From an optimization exercise on the open Yosys and OpenROAD flow, aimed at small area, a short achievable clock period and few clock cycles; shortcuts taken in it are not production practice. Power figures rest on the tool's default switching activity, not on a simulated workload.

Design bgfc_rx, start of the top module:
module bgfc_rx (
    input  wire        clk,
    input  wire        rst,
    input  wire        unknown_fatal,
    input  wire        rx_valid,
    input  wire [7:0]  rx_data,
    output wire        rx_ready,
    input  wire        reg_valid,
    input  wire        reg_unreg,
    input  wire [1:0]  reg_dir,
    input  wire [7:0]  reg_class,
    input  wire [7:0]  reg_cmd,
    input  wire [7:0]  reg_tag,
    output reg         reg_done,
    output reg         reg_err,
    output reg         fld_valid,
    output reg  [3:0]  fld_index,
    output reg  [3:0]  fld_type,
    output reg         fld_elem,
    output reg  [47:0] fld_data,
    output reg         done_valid,
    output wire [3:0]  done_status,
    output wire        done_event,
    output wire [7:0]  done_class,
    output wire [7:0]  done_cmd,
    output wire [10:0] done_len,
    output reg         done_handled,
    output reg  [7:0]  done_tag,
    output wire [10:0] done_cur,
    output wire [3:0]  done_fidx,
    output reg  [8:0]  done_need,
    output wire        halted
);
    localparam [3:0] I_U8 = 4'd0, I_END = 4'd15;
    localparam [3:0] T_U8 = 4'd0, T_NOPAY = 4'd7;
    reg        rdy;
    reg        iv;
    reg  [7:0] ib;
    wire       acc = rx_valid & rdy;
    assign rx_ready = rdy;
    reg        h0, h1, h2, h3, pl;      
    reg        ev_t;                    
    reg  [2:0] lh_t;
    reg        ev;
    reg  [10:0] len;
    reg  [7:0] cls, cmd;
    reg        z;                       
    reg  [1:0] hit2;
    wire       hit = |hit2;
    reg  [11:0] cd;                     
    reg        st_mal, st_unk;          
    reg  [4:0] idx;
    reg        err;
    reg  [3:0] ty;                      
    reg  [3:0] fidx;
    reg  [3:0] dfidx;                   
    reg  [5:1] bt;                      
    wire [6:0] btx = {1'b0, bt, 1'b1};
    reg        abody;                   
    reg  [7:0] acnt;                    
    reg  [10:0] rem;                    
    reg  [10:0] cur;                    
  ...
Size: roughly 0.020 sq mm of cells after synthesis.
clock: 7.0 ns
lec_check: 0
cap_margin: 20
core_margin: 2
core_utilization: 40
cts_cluster_diameter: 60
cts_cluster_size: 25
setup_slack_margin: 4.5
slew_margin: 20
standard.sh (not shown) runs the stock make flow with config.mk's settings and CLKGATE_MAP_FILE= SYNTH_SCRIPT=/design/flow/synth_recipe.tcl, a recipe that flattens the netlist after the stock synthesis.
==> flow/flow/run.sh <==
#!/bin/bash
set -euo pipefail
export BUFFER_PORTS_ARGS="-buffer_cell sky130_fd_sc_hd__buf_1"
export CTS_ARGS="-sink_clustering_enable -repair_clock_nets -sink_clustering_size 25 -sink_clustering_max_diameter 60 -sink_clustering_levels 1"
bash standard.sh > standard.log 2>&1
Next try:
--- a/flow/design.v
+++ b/flow/design.v
@@ -263,24 +263,23 @@
     reg  [7:0] cls, cmd;
     reg        z;                       
     reg  [1:0] hit2;
     wire       hit = |hit2;
     reg  [11:0] cd;                     
     reg        st_mal, st_unk;          
     reg  [4:0] idx;
     reg        err;
     reg  [3:0] ty;                      
     reg  [3:0] fidx;
     reg  [3:0] dfidx;                   
-    reg  [5:1] bt;                      
-    wire [6:0] btx = {1'b0, bt, 1'b1};
+    reg  [2:0] bp;                      
     reg        abody;                   
     reg  [7:0] acnt;                    
     reg  [10:0] rem;                    
     reg  [10:0] cur;                    
     reg        inc;                     
     reg        npend;                   
     reg        spend;                   
     reg        n2;                      
     reg        fin;                     
     reg        hlt;
     reg        rop1, run, rok;          
@@ -338,31 +337,31 @@
     wire [3:0] tw     = (wc == 2'd0) ? 4'd1 : (wc == 2'd1) ? 4'd2 :
                         (wc == 2'd2) ? 4'd4 : 4'd6;
     wire       pb     = iv & pl;                   
     wire       live   = ~err;             
     wire       last   = (rem == 11'd1);
     wire       rhz    = (rem[10:3] == 8'd0);
     wire       few    = rhz & ((wc == 2'd1) ? (rem[2:1] == 2'b00) :
                                (wc == 2'd2) ? ~rem[2] :
                                (wc == 2'd3) ? ~(rem[2] & rem[1]) : 1'b0);
     wire       cnt_big = (rem[10:8] == 3'd0) && (ib >= rem[7:0]);
     wire       cnt_odd = t_u16a & ib[0];
-    wire       e_last = abody ? (~ty[0] | bt[1]) :
-                        (wc == 2'd0) | ((wc == 2'd1) & bt[1]) |
-                        ((wc == 2'd2) & bt[3]) | ((wc == 2'd3) & bt[5]);
+    wire       e_last = abody ? (~ty[0] | bp[0]) :
+                        (wc == 2'd0) | ((wc == 2'd1) & bp[0]) |
+                        ((wc == 2'd2) & bp[1] & bp[0]) | ((wc == 2'd3) & bp[2] & bp[0]);
     wire       x_el    = pb & (t_fix | abody);          
     wire       x_cnt   = pb & t_arr & ~abody;           
     wire       d_el    = x_el & live;
     wire       d_cnt   = x_cnt & live;
     wire       d_left  = pb & live & t_end;             
-    wire       d_short = d_el & ~abody & ~bt[1] & few;
+    wire       d_short = d_el & ~abody & (bp == 3'd0) & few;
     wire       d_cbad  = d_cnt & (cnt_big | cnt_odd);
     wire       e_done  = d_el & e_last;
     wire       f_done  = (e_done & (~abody | (acnt == 8'd1))) | (d_cnt & (ib == 8'd0));
     wire       d_err   = d_left | d_short | d_cbad;
     wire       nop_cls = (~ev_t & cd[6]) | (ev_t & cd[8]);
     wire       f_err   = fin & live & ~t_end;           
     integer i;
     reg [47:0] fd_n;
     reg        ext;
     always @(posedge clk) begin
         ib <= reg_valid ? reg_cmd : rx_data;
@@ -406,30 +405,30 @@
             pos[2:0] <= pos[2:0] + 3'd1;
         ph <= rst ? 3'd0 : ph + 3'd1;
         inc <= pb & live;
         if (iv & h3)
             cur <= 11'd0;
         else if (inc & ~err)
             cur <= cur + 11'd1;
         if (iv & h3) begin
             err   <= 1'b0;
             fidx  <= lk_nop2 ? 4'd2 : (lk_nop1 ? 4'd1 : 4'd0);
             ty    <= lk_t0;
-            bt    <= 5'd0;
+            bp    <= 3'd0;
             abody <= 1'b0;
             npend <= 1'b0;
         end else begin
             if (d_err | f_err)
                 err <= 1'b1;
             if (d_el)
-                bt <= e_last ? 5'd0 : {bt[4:1], 1'b1};
+                bp <= e_last ? 3'd0 : bp + 3'd1;
             if (d_cnt & (ib != 8'd0))
                 abody <= 1'b1;
             if (f_done) begin
                 abody <= 1'b0;
                 ty    <= nxt;
                 fidx  <= skip ? 4'd2 : fidx + 4'd1;
                 npend <= skip & ~last;
             end else if (pb)
                 npend <= 1'b0;
         end
         if (d_cnt) begin
@@ -445,25 +444,25 @@
             acnt <= ib;
         else if (x_cnt)
             acnt <= ib;
         else if (x_el & abody)
             acnt <= acnt - 8'd1;
         fd_n = fld_data;
         ext  = ~abody & t_sgn & ib[7];
         if (x_cnt) begin
             fd_n = {40'd0, ib};
         end else if (x_el) begin
             for (i = 0; i < 6; i = i + 1) begin
-                if (btx[i] & ~btx[i + 1])
+                if (bp == i)
                     fd_n[8*i +: 8] = ib;
-                else if (e_last & ~btx[i])
+                else if (e_last && i > bp)
                     fd_n[8*i +: 8] = {8{ext}};
             end
         end
         fld_index <= fidx;
         fld_type  <= ty[3] ? ty : {1'b0, ty[1:0], ty[2]};
         fld_elem  <= abody;
         if (pb & npend) begin
             fd_n = 48'd0;
             fld_index <= 4'd1;
             fld_type  <= T_NOPAY;
             fld_elem  <= 1'b0;
Effect: The changed run ran to the end with no violations; final cell count barely changes; power came out higher by 2.9%; final area came out higher by 1.7%; wire length came out lower by 4.6%; die area came out lower by 1.9%; utilization came out higher by 1.8 points; first-iteration DRC count came out lower by 7.9%; fmax came out higher by 1.0%; setup slack improved by 25 ps; flip-flop and latch count came out lower by 2; global-route usage came out lower by 0.53 points.
No run of this note included a check of the RTL's function; only the layout flow was run.

---

Another version of the RTL of bgfc_rx (not shown whole).
For scale: ~1,900 cells after synthesis, roughly 19,000 um^2 of cells after synthesis.
clock: 7.0 ns
lec_check: 0
cap_margin: 20
core_margin: 2
core_utilization: 40
cts_cluster_diameter: 60
cts_cluster_size: 25
setup_slack_margin: 4.5
slew_margin: 20
Scripts as last shown in full above: flow/flow/run.sh
Change:
--- a/flow/design.v
+++ b/flow/design.v
@@ -262,22 +262,22 @@
     reg  [10:0] len;
     reg  [7:0] cls, cmd;
     reg        z;                       
     reg  [1:0] hit2;
     wire       hit = |hit2;
     reg        st_mal, st_unk;          
     reg  [4:0] idx;
     reg        err;
     reg  [3:0] ty;                      
     reg  [3:0] fidx;
-    reg  [5:1] bt;                      
-    wire [6:0] btx = {1'b0, bt, 1'b1};
+    reg  [3:0] dfidx;                   
+    reg  [2:0] bp;                      
     reg        abody;                   
     reg  [7:0] acnt;                    
     reg  [10:0] rem;                    
     reg  [10:0] cur;                    
     reg        inc;                     
     reg        npend;                   
     reg        spend;                   
     reg        n2;                      
     reg        fin;                     
     reg        hlt;
@@ -288,21 +288,21 @@
     reg  [4:0] pos;                     
     reg        rw;                      
     reg  [3:0] wgo;                     
     assign halted      = hlt;
     assign done_status = {1'b0, st_mal, st_unk, st_unk};
     assign done_event  = ev;
     assign done_class  = cls;
     assign done_cmd    = cmd;
     assign done_len    = len;
     assign done_cur    = cur;
-    assign done_fidx   = fidx;
+    assign done_fidx   = dfidx;
     wire [1:0] lk_hit;
     wire       lk_nop1, lk_nop2, lk_e21;
     wire [4:0] lk_idx;
     wire [3:0] lk_t0;
     wire [2:0] lk_place;
     wire [11:0] cd;                     
     bgfc_catalog_class u_class (
         .class_id (cls),
         .cd       (cd)
     );
@@ -337,29 +337,29 @@
                         (wc == 2'd2) ? 4'd4 : 4'd6;
     wire       pb     = iv & pl;                   
     wire       live   = ~err;             
     wire       last   = (rem == 11'd1);
     wire       rhz    = (rem[10:3] == 8'd0);
     wire       few    = rhz & ((wc == 2'd1) ? (rem[2:1] == 2'b00) :
                                (wc == 2'd2) ? ~rem[2] :
                                (wc == 2'd3) ? ~(rem[2] & rem[1]) : 1'b0);
     wire       cnt_big = (rem[10:8] == 3'd0) && (ib >= rem[7:0]);
     wire       cnt_odd = t_u16a & ib[0];
-    wire       e_last = abody ? (~ty[0] | bt[1]) :
-                        (wc == 2'd0) | ((wc == 2'd1) & bt[1]) |
-                        ((wc == 2'd2) & bt[3]) | ((wc == 2'd3) & bt[5]);
+    wire       e_last = abody ? (~ty[0] | bp[0]) :
+                        (wc == 2'd0) | ((wc == 2'd1) & bp[0]) |
+                        ((wc == 2'd2) & bp[1] & bp[0]) | ((wc == 2'd3) & bp[2] & bp[0]);
     wire       x_el    = pb & (t_fix | abody);          
     wire       x_cnt   = pb & t_arr & ~abody;           
     wire       d_el    = x_el & live;
     wire       d_cnt   = x_cnt & live;
     wire       d_left  = pb & live & t_end;             
-    wire       d_short = d_el & ~abody & ~bt[1] & few;
+    wire       d_short = d_el & ~abody & (bp == 3'd0) & few;
     wire       d_cbad  = d_cnt & (cnt_big | cnt_odd);
     wire       e_done  = d_el & e_last;
     wire       f_done  = (e_done & (~abody | (acnt == 8'd1))) | (d_cnt & (ib == 8'd0));
     wire       d_err   = d_left | d_short | d_cbad;
     wire       nop_cls = (~ev_t & cd[6]) | (ev_t & cd[8]);
     wire       f_err   = fin & live & ~t_end;           
     integer i;
     reg [47:0] fd_n;
     reg        ext;
     always @(posedge clk) begin
@@ -405,28 +405,28 @@
         ph <= rst ? 3'd0 : ph + 3'd1;
         inc <= pb & live;
         if (iv & h3)
             cur <= 11'd0;
         else if (inc & ~err)
             cur <= cur + 11'd1;
         if (iv & h3) begin
             err   <= 1'b0;
             fidx  <= lk_nop2 ? 4'd2 : (lk_nop1 ? 4'd1 : 4'd0);
             ty    <= lk_t0;
-            bt    <= 5'd0;
+            bp    <= 3'd0;
             abody <= 1'b0;
             npend <= 1'b0;
         end else begin
             if (d_err | f_err)
                 err <= 1'b1;
             if (d_el)
-                bt <= e_last ? 5'd0 : {bt[4:1], 1'b1};
+                bp <= e_last ? 3'd0 : bp + 3'd1;
             if (d_cnt & (ib != 8'd0))
                 abody <= 1'b1;
             if (f_done) begin
                 abody <= 1'b0;
                 ty    <= nxt;
                 fidx  <= skip ? 4'd2 : fidx + 4'd1;
                 npend <= skip & ~last;
             end else if (pb)
                 npend <= 1'b0;
         end
@@ -444,23 +444,23 @@
         else if (x_cnt)
             acnt <= ib;
         else if (x_el & abody)
             acnt <= acnt - 8'd1;
         fd_n = fld_data;
         ext  = ~abody & t_sgn & ib[7];
         if (x_cnt) begin
             fd_n = {40'd0, ib};
         end else if (x_el) begin
             for (i = 0; i < 6; i = i + 1) begin
-                if (btx[i] & ~btx[i + 1])
+                if (bp == i)
                     fd_n[8*i +: 8] = ib;
-                else if (e_last & ~btx[i])
+                else if (e_last && i > bp)
                     fd_n[8*i +: 8] = {8{ext}};
             end
         end
         fld_index <= fidx;
         fld_type  <= ty[3] ? ty : {1'b0, ty[1:0], ty[2]};
         fld_elem  <= abody;
         if (pb & npend) begin
             fd_n = 48'd0;
             fld_index <= 4'd1;
             fld_type  <= T_NOPAY;
@@ -475,20 +475,21 @@
             fld_index <= {3'd0, n2};
             fld_type  <= T_NOPAY;
             fld_elem  <= 1'b0;
         end
         fld_data <= fd_n;
         spend     <= ~rst & pb & npend;
         n2        <= ~rst & iv & h3 & z & lk_nop2;
         fld_valid <= ~rst & (e_done | d_cnt | spend | (iv & h3 & z & nop_cls) | n2);
         fin        <= ~rst & ((pb & last) | (iv & h3 & z));
         done_valid <= ~rst & fin;
+        dfidx      <= fidx;
         st_mal     <= hit & (err | f_err);
         st_unk     <= ~hit;
         done_handled <= sv[pos];
         done_tag     <= st[pos];
         if (rst)
             hlt <= 1'b0;
         else if (fin & ~hit & unknown_fatal)
             hlt <= 1'b1;
         if (rst)
             rdy <= 1'b1;
Result:
- The new run completed without violations
- non-clock buffer count is lower by 35
- power shrinks by 1.9%
- area after synthesis drops by 0.78%
- routed wire length is lower by 2.8%
- final area went down by 2.0%
- hold slack loses 0.011 ns
- register-to-register slack gets worse by 0.08 ns
- first-iteration DRC count came out lower by 28%
- sequential cell count came out higher by 2
- worst setup slack stays flat
Function was not checked in any run of this note: the RTL went through the layout flow alone.

-- re-timing with driven ports --
No port has a modelled driver above. Below, the same layouts with a new extraction and two added sets of constraints.
Step 1 assumes that a clkbuf_16 drives the clock port and a buf_2 every other input.
Step 2 times the ports against the registers' clock, not the clock port: input delays grow and output delays shrink by t, the midpoint of the rising clock arrivals with the driver on.
a / b / c = no drivers / after step 1 / after step 2; a / b = the first two.
run | shift t [ns] | setup WS [ns] | worst setup path after step 2 | worst slew at a driven data input, ns
the first run of note 1 | 0.623 | 4.438 / 4.380 / 4.256 | input to register | 0.07
the second run of note 1 | 0.637 | 4.463 / 4.405 / 4.137 | input to register | 0.08
the first run of note 2 | 0.627 | 4.374 / 4.319 / 4.251 | input to register | 0.09
the second run of note 2 | 0.623 | 4.371 / 4.323 / 4.238 | input to register | 0.08
After both steps setup and hold are still met in every run listed. The setup slack of the second run of note 1, which loses most, moves by -0.058 ns with the drivers and by -0.326 ns with both steps.
